What follows belongs to an exercise in optimizing a design on an open flow for small area, a short achievable clock period and few clock cycles; a production flow would make more cautious choices. Function was checked by simulation only, so behaviour that the tests miss may differ from the original.

==> trial 96: inputs <==
==> flow/design.v (excerpt) <==
module ev3_link (
    input  wire        clk,
    input  wire        rst,
    input  wire        cmd_valid,
    output wire        cmd_ready,
    input  wire [23:0] cmd_word,
    input  wire        rx_en,
    input  wire        ses_wfc,
    output reg         rsp_valid,
    output reg  [15:0] rsp_word
);
Settings: LEC_CHECK=0, CAP_MARGIN=20, CORE_MARGIN=2, CORE_UTILIZATION=60, CTS_CLUSTER_DIAMETER=80, CTS_CLUSTER_SIZE=24, PLACE_DENSITY=0.7, SLEW_MARGIN=20; clock period 10.0 ns.
standard.sh (not shown) runs the stock make flow with config.mk's settings and CLKGATE_MAP_FILE= SYNTH_SCRIPT=/design/flow/synth_recipe.tcl, a recipe that flattens the netlist after the stock synthesis.
==> flow/flow/run.sh <==
#!/bin/bash
# The standard layout (standard synthesis, floorplan, placement, CTS,
# routing) with changes to how it is made, none to the constraints:
# - the timing repair steps aim at a shorter period than the 10 ns clock
#   (they work until the setup slack reaches SETUP_SLACK_MARGIN);
# - the port buffers are buf_4 cells instead of the delay cells that
#   buffer_ports picks by default;
# - repair may resize a cell to any cell of the same function, not only to
#   one with the same footprint.
# make's full output goes to flow_make.log; ORFS keeps each step's own log
# under orfs/logs/.
set -euo pipefail
bash standard.sh SETUP_SLACK_MARGIN=7.0 MATCH_CELL_FOOTPRINT=0 \
    "BUFFER_PORTS_ARGS=-buffer_cell sky130_fd_sc_hd__buf_4" \
    finish > flow_make.log 2>&1
==> trial 76: changes against trial 96 <==
--- a/flow/design.v
+++ b/flow/design.v
@@ -79,12 +79,11 @@
     localparam K_SBR    = 15;   
     localparam K_FAULT  = 16;   
     localparam K_CKINIT = 17;   
     localparam K_CKSEED = 18;   
     localparam K_SBW    = 19;   
-    localparam K_FRMAKE = 20;   
-    localparam NK       = 21;
+    localparam NK       = 20;
     wire [7:0] i_opc = cmd_word[23:16];
     wire [7:0] i_opa = cmd_word[15:8];
     wire [7:0] i_opb = cmd_word[7:0];
     function [3:0] log2len;
         input [7:0] v;
@@ -96,17 +95,24 @@
             8'd16:   log2len = 4'b1_100;
             8'd32:   log2len = 4'b1_101;
             default: log2len = 4'b0_000;
         endcase
     endfunction
+    wire [3:0] i_lca    = log2len(i_opa);
     wire [3:0] i_lcb    = log2len(i_opb);
-    wire       i_sdlegal = ((i_opb == 8'd1)  && (i_opa <= 8'd61)) ||
-                           ((i_opb == 8'd2)  && (i_opa <= 8'd60)) ||
-                           ((i_opb == 8'd4)  && (i_opa <= 8'd58)) ||
-                           ((i_opb == 8'd8)  && (i_opa <= 8'd54)) ||
-                           ((i_opb == 8'd16) && (i_opa <= 8'd46)) ||
-                           ((i_opb == 8'd32) && (i_opa <= 8'd30));
+    reg        i_sdrange;
+    always @(*) begin
+        case (i_lcb[2:0])
+            3'd0:    i_sdrange = (i_opa <= 8'd61);
+            3'd1:    i_sdrange = (i_opa <= 8'd60);
+            3'd2:    i_sdrange = (i_opa <= 8'd58);
+            3'd3:    i_sdrange = (i_opa <= 8'd54);
+            3'd4:    i_sdrange = (i_opa <= 8'd46);
+            default: i_sdrange = (i_opa <= 8'd30);
+        endcase
+    end
+    wire       i_sdlegal = i_lcb[3] && i_sdrange;
     wire       i_send   = (i_opc[7:3] == 5'b01110);
     wire [5:0] i_ra     = i_send ? i_opa[5:0] + 6'd1 : i_opa[5:0];
     wire       i_sa_ok  = (i_opa < SAMPLE_SIZE);
     reg [NK-1:0] i_k;
     reg          i_pure;        
@@ -136,20 +142,37 @@
             8'h30: begin i_k[K_CKINIT] = 1'b1; i_prsp = {ST_OK, 8'hFF}; end
             8'h31: begin i_k[K_CKSEED] = 1'b1; i_prsp = {ST_OK, i_opa}; end
             8'h32: begin i_pure = 1'b0; i_k[K_CKFOLD] = 1'b1; end
             8'h33: begin i_pure = 1'b0; i_k[K_CKREAD] = 1'b1; end
             8'h34: begin i_pure = 1'b0; i_k[K_CKCHK]  = 1'b1; end
-            8'h40, 8'h41, 8'h42, 8'h43: begin i_pure = 1'b0; i_k[K_FRMAKE] = 1'b1; end
+            8'h40, 8'h41, 8'h42, 8'h43: begin
+                if (!i_lca[3]) begin
+                    i_fopnd = 1'b1;
+                    i_prsp  = {ST_BADOPND, 8'h00};
+                end else
+                    i_prsp = {ST_OK, i_opc[1:0], i_lca[2:0], i_opb[2:0]};
+            end
             8'h44: i_prsp = {ST_OK, i_opa & 8'hC0};
             8'h45: i_prsp = {ST_OK, i_opa & 8'h07};
             8'h46: i_prsp = {ST_OK, 8'd1 << i_opa[5:3]};
             8'b0101_0???: i_prsp = {ST_OK, i_opc[2:0], i_opa[4:0]};
             8'h58: i_prsp = {ST_OK, 5'd0, i_opa[7:5]};
             8'h59: i_prsp = {ST_OK, 3'd0, i_opa[4:0]};
             8'h60: begin i_pure = 1'b0; i_k[K_EQTRY]  = 1'b1; end
             8'h61: begin i_pure = 1'b0; i_k[K_EQPUSH] = 1'b1; end
-            8'b0111_0???: begin i_pure = 1'b0; i_k[K_SEND] = 1'b1; i_conf = 1'b1; end
+            8'b0111_0???: begin
+                i_conf = 1'b1;
+                if (!i_sdlegal) begin
+                    i_fopnd = 1'b1;
+                    i_prsp  = {ST_BADOPND, 8'h00};
+                end else if (!ses_wfc)
+                    i_prsp = {ST_REFUSED, 8'h00};
+                else begin
+                    i_pure = 1'b0;
+                    i_k[K_SEND] = 1'b1;
+                end
+            end
             8'h78: begin
                 i_conf = 1'b1;
                 if (!i_sa_ok) begin
                     i_fopnd = 1'b1;
                     i_prsp  = {ST_BADOPND, 8'h00};
@@ -172,24 +195,21 @@
                 i_prsp = {ST_BADOPC, 8'h00};
             end
         endcase
     end
     reg          rdy;           
-    reg          blk;           
     reg          q_v;
     reg [23:0]   q_w;
     reg [NK-1:0] q_k;
     reg          q_pure;
     reg [15:0]   q_prsp;
     reg          q_fopc, q_fopnd;
     reg          q_conf;
-    reg          q_sdlegal;     
-    reg          q_wfc;
     reg [2:0]    q_lcb;         
     reg [5:0]    q_ra;          
     assign cmd_ready = rdy;
-    wire       exec = q_v && !blk;
+    wire       exec = q_v && rdy;
     wire [7:0] opc  = q_w[23:16];
     wire [7:0] opa  = q_w[15:8];
     wire [7:0] opb  = q_w[7:0];
     reg [7:0] sample [0:SAMPLE_SIZE-1];
     reg [7:0] tx_mem [0:63];
@@ -261,13 +281,11 @@
     assign rx_pop  = x_rxpop && !rx_empty;
     assign eq_push = (x_eqtry || x_eqpush) && !eq_full;
     assign eq_pop  = x_eqpop && !eq_empty;
     wire   tx_put  = x_txput && !tx_full;
     wire   tx_pop  = x_txpop && !tx_empty;
-    wire   sd_ok    = q_sdlegal && q_wfc;
-    wire   sd_start = x_send && sd_ok && sd_fits;
-    wire [3:0] lca  = log2len(opa);
+    wire   sd_start = x_send && sd_fits;
     wire   ck_we   = exec && (q_k[K_CKINIT] || q_k[K_CKSEED] || q_k[K_CKFOLD]);
     wire [7:0] ck_next = q_k[K_CKINIT] ? 8'hFF :
                          q_k[K_CKSEED] ? opa : (ck_acc ^ opa);
     wire [15:0] st_rsp =
           ({16{q_k[K_RXPUSH]}} & {(rx_full ? ST_FULL : ST_OK), 8'h00})
@@ -282,76 +300,55 @@
         | ({16{q_k[K_CKFOLD]}} & {ST_OK, ck_acc ^ opa})
         | ({16{q_k[K_CKREAD]}} & {ST_OK, ck_acc})
         | ({16{q_k[K_CKCHK]}}  & {ST_OK, 7'd0, (ck_acc == opa)})
         | ({16{q_k[K_EQTRY]}}  & {(eq_full ? ST_FULL : ST_OK), 8'h00})
         | ({16{q_k[K_EQPUSH]}} & {(eq_full ? ST_TIMEOUT : ST_OK), 8'h00})
-        | ({16{q_k[K_SEND]}}   & {(!q_sdlegal ? ST_BADOPND : !q_wfc ? ST_REFUSED :
-                                      sd_fits ? ST_OK : ST_FULL), 8'h00})
-        | ({16{q_k[K_FRMAKE]}} & (lca[3] ? {ST_OK, opc[1:0], lca[2:0], opb[2:0]}
-                                         : {ST_BADOPND, 8'h00}))
+        | ({16{q_k[K_SEND]}}   & {(sd_fits ? ST_OK : ST_FULL), 8'h00})
         | ({16{q_k[K_SBR]}}    & {ST_OK, smp_rdata})
         | ({16{q_k[K_FAULT]}}  & {ST_OK, 6'd0, fault});
     wire [15:0] rsp_next = q_pure ? q_prsp : st_rsp;
-    reg  [7:0] smp_whi, smp_wlo;
+    wire       smp_we    = bg_first || bg_ck || x_sbw;
+    wire [5:0] smp_waddr = (bg_first || bg_ck) ? bg_wa : opa[5:0];
     wire [7:0] smp_wdata = bg_first ? ~bg_acc : bg_ck ? bg_acc : opb;
+    wire       tx_we     = bg_active || !tx_full;
     wire       tx_adv    = bg_active || tx_put || sd_start;
-    wire [5:0] tx_wp_next  = rst ? 6'd0 : tx_wp + {5'd0, tx_adv};
-    wire [6:0] tx_cnt_next = rst      ? 7'd0 :
-                             tx_pop   ? tx_cnt - 7'd1 :
-                             tx_put   ? tx_cnt + 7'd1 :
-                             sd_start ? tx_cnt + opb[6:0] + 7'd2 : tx_cnt;
-    wire       tx_we_next  = sd_start || bg_pay || !tx_cnt_next[6];
-    reg  [7:0] tx_whi, tx_wlo;
     wire [7:0] tx_wdata  = bg_pay ? smp_rq :
                            bg_ck  ? bg_acc :
                            q_k[K_SEND] ? sd_frame : opa;
     wire bg_pay_next  = sd_start || (bg_pay && !bg_last);
-    wire q_v_next     = blk ? q_v : cmd_valid;
-    wire q_conf_next  = blk ? q_conf : i_conf;
-    wire [5:0] q_ra_next = blk ? q_ra : i_ra;
-    wire       q_sbw_next = blk ? q_k[K_SBW] : i_k[K_SBW];
-    wire [5:0] q_a_next   = blk ? opa[5:0] : i_opa[5:0];
-    wire       smp_we_next = sd_start || (bg_pay && bg_last) ||
-                             (q_v_next && q_sbw_next && !bg_pay);
-    wire [5:0] smp_wa_next = sd_start ? opa[5:0] :
-                             bg_pay   ? smp_ra : q_a_next;
+    wire q_v_next     = rdy ? cmd_valid : q_v;
+    wire q_conf_next  = rdy ? i_conf : q_conf;
+    wire [5:0] q_ra_next = rdy ? i_ra : q_ra;
     always @(posedge clk) begin
-        if (!blk) begin
+        if (rdy) begin
             q_w    <= cmd_word;
             q_k    <= i_k;
             q_pure <= i_pure;
             q_prsp <= i_prsp;
             q_fopc <= i_fopc;
             q_fopnd <= i_fopnd;
             q_lcb  <= i_lcb[2:0];
-            q_sdlegal <= i_sdlegal;
-            q_wfc  <= ses_wfc;
             q_ra   <= i_ra;
         end
         rsp_word <= rsp_next;
-        tx_wp    <= tx_wp_next;
-        tx_cnt   <= tx_cnt_next;
-        tx_whi   <= tx_we_next ? (8'd1 << tx_wp_next[5:3]) : 8'd0;
-        tx_wlo   <= 8'd1 << tx_wp_next[2:0];
         smp_rq   <= smp_rdata;
-        smp_whi  <= smp_we_next ? (8'd1 << smp_wa_next[5:3]) : 8'd0;
-        smp_wlo  <= 8'd1 << smp_wa_next[2:0];
         if (sd_start || bg_pay)
             smp_ra <= smp_ra + 6'd1;
         else
             smp_ra <= q_ra_next;
     end
     always @(posedge clk) begin
         if (rst) begin
             rdy       <= 1'b1;
-            blk       <= 1'b0;
             q_v       <= 1'b0;
             q_conf    <= 1'b0;
             bg_pay    <= 1'b0;
             bg_first  <= 1'b0;
             bg_ck     <= 1'b0;
             tx_rp     <= 6'd0;
+            tx_wp     <= 6'd0;
+            tx_cnt    <= 7'd0;
             ck_acc    <= 8'hFF;
             drop_eq   <= 8'd0;
             drop_rx   <= 8'd0;
             fault     <= 2'b00;
             rsp_valid <= 1'b0;
@@ -360,25 +357,31 @@
             q_conf    <= q_conf_next;
             bg_pay    <= bg_pay_next;
             bg_first  <= sd_start;
             bg_ck     <= bg_pay && bg_last;
             rdy       <= !(q_v_next && q_conf_next && (sd_start || bg_pay));
-            blk       <= q_v_next && q_conf_next && (sd_start || bg_pay);
             rsp_valid <= exec;
             if (ck_we)
                 ck_acc <= ck_next;
             if (x_eqtry && eq_full && drop_eq != 8'hFF)
                 drop_eq <= drop_eq + 8'd1;
             if (x_rxpush && rx_full && drop_rx != 8'hFF)
                 drop_rx <= drop_rx + 8'd1;
             if (exec && q_fopc)
                 fault[0] <= 1'b1;
-            if (exec && (q_fopnd || (q_k[K_SEND] && !q_sdlegal) ||
-                         (q_k[K_FRMAKE] && !lca[3])))
+            if (exec && q_fopnd)
                 fault[1] <= 1'b1;
+            if (tx_adv)
+                tx_wp <= tx_wp + 6'd1;
             if (tx_pop)
                 tx_rp <= tx_rp + 6'd1;
+            if (tx_pop)
+                tx_cnt <= tx_cnt - 7'd1;
+            else if (tx_put)
+                tx_cnt <= tx_cnt + 7'd1;
+            else if (sd_start)
+                tx_cnt <= tx_cnt + opb[6:0] + 7'd2;
         end
     end
     always @(posedge clk) begin
         if (sd_start) begin
             bg_left <= opb[5:0];
@@ -389,24 +392,14 @@
             bg_acc  <= bg_acc ^ smp_rq;
             if (bg_last)
                 bg_wa <= smp_ra;
         end
     end
-    genvar gs;
-    generate
-        for (gs = 0; gs < SAMPLE_SIZE; gs = gs + 1) begin : g_smp
-            always @(posedge clk) begin
-                if (smp_whi[gs / 8] && smp_wlo[gs % 8])
-                    sample[gs] <= smp_wdata;
-            end
-        end
-    endgenerate
-    genvar gt;
-    generate
-        for (gt = 0; gt < 64; gt = gt + 1) begin : g_tx
-            always @(posedge clk) begin
-                if (tx_whi[gt / 8] && tx_wlo[gt % 8])
-                    tx_mem[gt] <= tx_wdata;
-            end
-        end
-    endgenerate
+    always @(posedge clk) begin
+        if (smp_we)
+            sample[smp_waddr] <= smp_wdata;
+    end
+    always @(posedge clk) begin
+        if (tx_we)
+            tx_mem[tx_wp] <= tx_wdata;
+    end
 endmodule
==> flow/run.sh (new file) <==
#!/bin/bash
# synth_recipe.tcl (not shown) runs the flow's synth.tcl, then flattens the netlist and writes it again
# the make line also repeats each setting of config.mk as NAME=value (left out here)
make -C /OpenROAD-flow-scripts/flow DESIGN_CONFIG=/design/flow/config.mk WORK_HOME=/design/flow/orfs CLKGATE_MAP_FILE= SYNTH_SCRIPT=/design/flow/synth_recipe.tcl finish
CTS_CLUSTER_DIAMETER = 100   (was 80)
CTS_CLUSTER_SIZE = 30   (was 24)
removed: flow/flow/run.sh
removed: flow/standard.sh
==> build 35: changes against trial 96 <==
--- a/flow/design.v
+++ b/flow/design.v
@@ -192,11 +192,11 @@
     wire [7:0] opa  = q_w[15:8];
     wire [7:0] opb  = q_w[7:0];
     reg [7:0] sample [0:SAMPLE_SIZE-1];
     reg [7:0] tx_mem [0:63];
     reg [5:0] tx_rp;
-    reg [5:0] tx_wp;            
+    reg [7:0] tx_whi, tx_wlo;   
     reg [6:0] tx_cnt;           
     reg [7:0] ck_acc;
     reg [7:0] drop_eq;
     reg [7:0] drop_rx;
     reg [1:0] fault;            
@@ -210,12 +210,33 @@
     reg [7:0] smp_rq;           
     wire      bg_active = bg_pay || bg_ck;
     wire      bg_last   = (bg_left == 6'd1);
     wire       tx_empty = (tx_cnt == 7'd0);
     wire       tx_full  = tx_cnt[6];
-    wire [7:0] tx_head  = tx_mem[tx_rp];
-    wire [7:0] smp_rdata = sample[smp_ra];
+    function [7:0] mux64;
+        input [511:0] v;
+        input [5:0]   a;
+        reg   [511:0] t;
+        integer       l, k;
+        begin
+            t = v;
+            for (l = 0; l < 6; l = l + 1)
+                for (k = 0; k < (32 >> l); k = k + 1)
+                    t[k*8 +: 8] = a[l] ? t[(2*k+1)*8 +: 8] : t[(2*k)*8 +: 8];
+            mux64 = t[7:0];
+        end
+    endfunction
+    wire [511:0] tx_flat, smp_flat;
+    genvar gf;
+    generate
+        for (gf = 0; gf < 64; gf = gf + 1) begin : g_flat
+            assign tx_flat[gf*8 +: 8]  = tx_mem[gf];
+            assign smp_flat[gf*8 +: 8] = sample[gf];
+        end
+    endgenerate
+    wire [7:0] tx_head   = mux64(tx_flat, tx_rp);
+    wire [7:0] smp_rdata = mux64(smp_flat, smp_ra);
     wire       eq_push, eq_pop, rx_push, rx_pop;
     wire [7:0] eq_head, rx_head;
     wire [4:0] eq_size, rx_size;
     wire       eq_empty, rx_empty, eq_full, rx_full;
     ev3_cbuf #(.LOG2CAP(4)) u_eq (
@@ -289,20 +310,19 @@
         | ({16{q_k[K_FRMAKE]}} & (lca[3] ? {ST_OK, opc[1:0], lca[2:0], opb[2:0]}
                                          : {ST_BADOPND, 8'h00}))
         | ({16{q_k[K_SBR]}}    & {ST_OK, smp_rdata})
         | ({16{q_k[K_FAULT]}}  & {ST_OK, 6'd0, fault});
     wire [15:0] rsp_next = q_pure ? q_prsp : st_rsp;
-    reg  [7:0] smp_whi, smp_wlo;
+    reg  [7:0] smp_whn, smp_wln;
     wire [7:0] smp_wdata = bg_first ? ~bg_acc : bg_ck ? bg_acc : opb;
     wire       tx_adv    = bg_active || tx_put || sd_start;
-    wire [5:0] tx_wp_next  = rst ? 6'd0 : tx_wp + {5'd0, tx_adv};
     wire [6:0] tx_cnt_next = rst      ? 7'd0 :
                              tx_pop   ? tx_cnt - 7'd1 :
                              tx_put   ? tx_cnt + 7'd1 :
                              sd_start ? tx_cnt + opb[6:0] + 7'd2 : tx_cnt;
     wire       tx_we_next  = sd_start || bg_pay || !tx_cnt_next[6];
-    reg  [7:0] tx_whi, tx_wlo;
+    reg        tx_we;
     wire [7:0] tx_wdata  = bg_pay ? smp_rq :
                            bg_ck  ? bg_acc :
                            q_k[K_SEND] ? sd_frame : opa;
     wire bg_pay_next  = sd_start || (bg_pay && !bg_last);
     wire q_v_next     = blk ? q_v : cmd_valid;
@@ -326,17 +346,23 @@
             q_sdlegal <= i_sdlegal;
             q_wfc  <= ses_wfc;
             q_ra   <= i_ra;
         end
         rsp_word <= rsp_next;
-        tx_wp    <= tx_wp_next;
+        if (rst) begin
+            tx_wlo <= 8'd1;
+            tx_whi <= 8'd1;
+        end else if (tx_adv) begin
+            tx_wlo <= {tx_wlo[6:0], tx_wlo[7]};
+            if (tx_wlo[7])
+                tx_whi <= {tx_whi[6:0], tx_whi[7]};
+        end
         tx_cnt   <= tx_cnt_next;
-        tx_whi   <= tx_we_next ? (8'd1 << tx_wp_next[5:3]) : 8'd0;
-        tx_wlo   <= 8'd1 << tx_wp_next[2:0];
+        tx_we    <= tx_we_next && !rst;
         smp_rq   <= smp_rdata;
-        smp_whi  <= smp_we_next ? (8'd1 << smp_wa_next[5:3]) : 8'd0;
-        smp_wlo  <= 8'd1 << smp_wa_next[2:0];
+        smp_whn  <= (smp_we_next && !rst) ? ~(8'd1 << smp_wa_next[5:3]) : 8'hFF;
+        smp_wln  <= ~(8'd1 << smp_wa_next[2:0]);
         if (sd_start || bg_pay)
             smp_ra <= smp_ra + 6'd1;
         else
             smp_ra <= q_ra_next;
     end
@@ -393,20 +419,20 @@
     end
     genvar gs;
     generate
         for (gs = 0; gs < SAMPLE_SIZE; gs = gs + 1) begin : g_smp
             always @(posedge clk) begin
-                if (smp_whi[gs / 8] && smp_wlo[gs % 8])
+                if (!(smp_whn[gs / 8] || smp_wln[gs % 8]))
                     sample[gs] <= smp_wdata;
             end
         end
     endgenerate
     genvar gt;
     generate
         for (gt = 0; gt < 64; gt = gt + 1) begin : g_tx
             always @(posedge clk) begin
-                if (tx_whi[gt / 8] && tx_wlo[gt % 8])
+                if (tx_we && tx_whi[gt / 8] && tx_wlo[gt % 8])
                     tx_mem[gt] <= tx_wdata;
             end
         end
     endgenerate
 endmodule
--- a/flow/flow/run.sh
+++ b/flow/flow/run.sh
@@ -8,8 +8,8 @@
 # - repair may resize a cell to any cell of the same function, not only to
 #   one with the same footprint.
 # make's full output goes to flow_make.log; ORFS keeps each step's own log
 # under orfs/logs/.
 set -euo pipefail
-bash standard.sh SETUP_SLACK_MARGIN=7.0 MATCH_CELL_FOOTPRINT=0 \
+bash standard.sh SETUP_SLACK_MARGIN=6.8 MATCH_CELL_FOOTPRINT=0 \
     "BUFFER_PORTS_ARGS=-buffer_cell sky130_fd_sc_hd__buf_4" \
     finish > flow_make.log 2>&1
CORE_UTILIZATION = 70   (was 60)
CTS_CLUSTER_SIZE = 30   (was 24)
PLACE_DENSITY = 0.8   (was 0.7)
==> impl_metrics.csv <==
group,metric,value,unit
power_and_ir_drop,irDropWorstVdd,0.0001380,V
floorplanning,die_w,322.9,um
synth,synth_area,0.06101,mm2
power_and_ir_drop,pg_clk,0.00288,W
timing,worstMarginPinSlew,1.020,ns
status,status,"timing/DRC/antenna clean",
power_and_ir_drop,seq_cell_power,0.00681,W
timing,whs,0.4804,ns
worst_hold_path,worstHoldStart,"q_ra[3]",
synth,ys_seq_area_share,70.82,%
global_route,grt_pass1_vias,32340,
setup_path,critPathLaunch,"rdy",
synth,synth_common_cells,"edfxtp_1, nor2_1, mux4_2",
global_route,grt_pass1_wl,214.4,mm
setup_path,path_buf_inv,2,
floorplanning,design.die.area,0.1042,mm2
final_layout,n_fill_cell,7005,
final_layout,multi_input_area,0.01668,mm2
detailed_routing,finalWirelength,144.9,mm
synth,synth_compound_area_share,5.603,%
Source of the figures above: trial 76

==> impl_metrics.csv <==
group,metric,value,unit
timing,whs,0.4787,ns
global_route,grt_pass1_vias,33280,
synth,synth_area,0.06102,mm2
power_and_ir_drop,irDropWorstVdd,0.0001541,V
setup_path,critPathLaunch,"rsp_word[1]",
setup_path,path_buf_inv,1,
synth,synth_common_cells,"edfxtp_1, mux2i_1, mux4_2",
final_layout,n_fill_cell,4827,
timing,worstMarginPinSlew,1.156,ns
synth,synth_compound_area_share,6.065,%
synth,ys_seq_area_share,71.37,%
status,status,"timing/DRC/antenna clean",
global_route,grt_pass1_wl,216.4,mm
Source of the figures above: build 35

==> impl_metrics.csv <==
group,metric,value,unit
global_route,grt_pass1_wl,298.3,mm
floorplanning,design.die.area,0.1054,mm2
timing,worstMarginPinSlew,1.095,ns
setup_path,critPathLaunch,"tx_rp[5]",
final_layout,multi_input_area,0.01882,mm2
timing,whs,0.4749,ns
synth,synth_area,0.06171,mm2
worst_hold_path,worstHoldStart,"q_ra[2]",
final_layout,n_fill_cell,6891,
power_and_ir_drop,irDropWorstVdd,0.0001568,V
setup_path,path_buf_inv,1,
status,status,"timing/DRC/antenna clean",
Source of the figures above: trial 96

Testbench counts of trial 96, summed over its fixed seeds: cycles 19,362.
Testbench counts of trial 76, summed over its fixed seeds: cycles 19,362.
Testbench counts of build 35, summed over its fixed seeds: cycles 19,362.

re-timing with driven ports:
The flow's constraints put no driver on any port. The routed layouts listed below were extracted and timed again, unchanged, in two steps. Step 1 sets driving cells, clkbuf_16 on the clock port and buf_2 on the other inputs (assumed; they add their load-dependent delay and slew). Step 2 also shifts input and output timing later by t, the mid clock arrival at the registers, as if the neighbouring blocks saw the same clock. Slacks: no drivers / after step 1 / after step 2; pairs: no drivers / after step 1.
run | t (ns) | setup slack, ns | clock arrival spread, ns | worst register clock-pin slew, ns | worst data-port slew with drivers (ns)
trial 96 | 0.782 | 6.716 / 6.688 / 6.197 | 0.060 / 0.060 | 0.11 / 0.11 | 0.08
trial 76 | 0.781 | 5.494 / 5.421 / 5.210 | 0.043 / 0.042 | 0.12 / 0.12 | 0.12
build 35 | 0.746 | 6.777 / 6.705 / 6.185 | 0.030 / 0.030 | 0.12 / 0.12 | 0.11
After both steps every run listed still meets setup and hold. The setup slack of build 35, which loses most, moves by -0.072 ns with the drivers and by -0.592 ns with both steps.
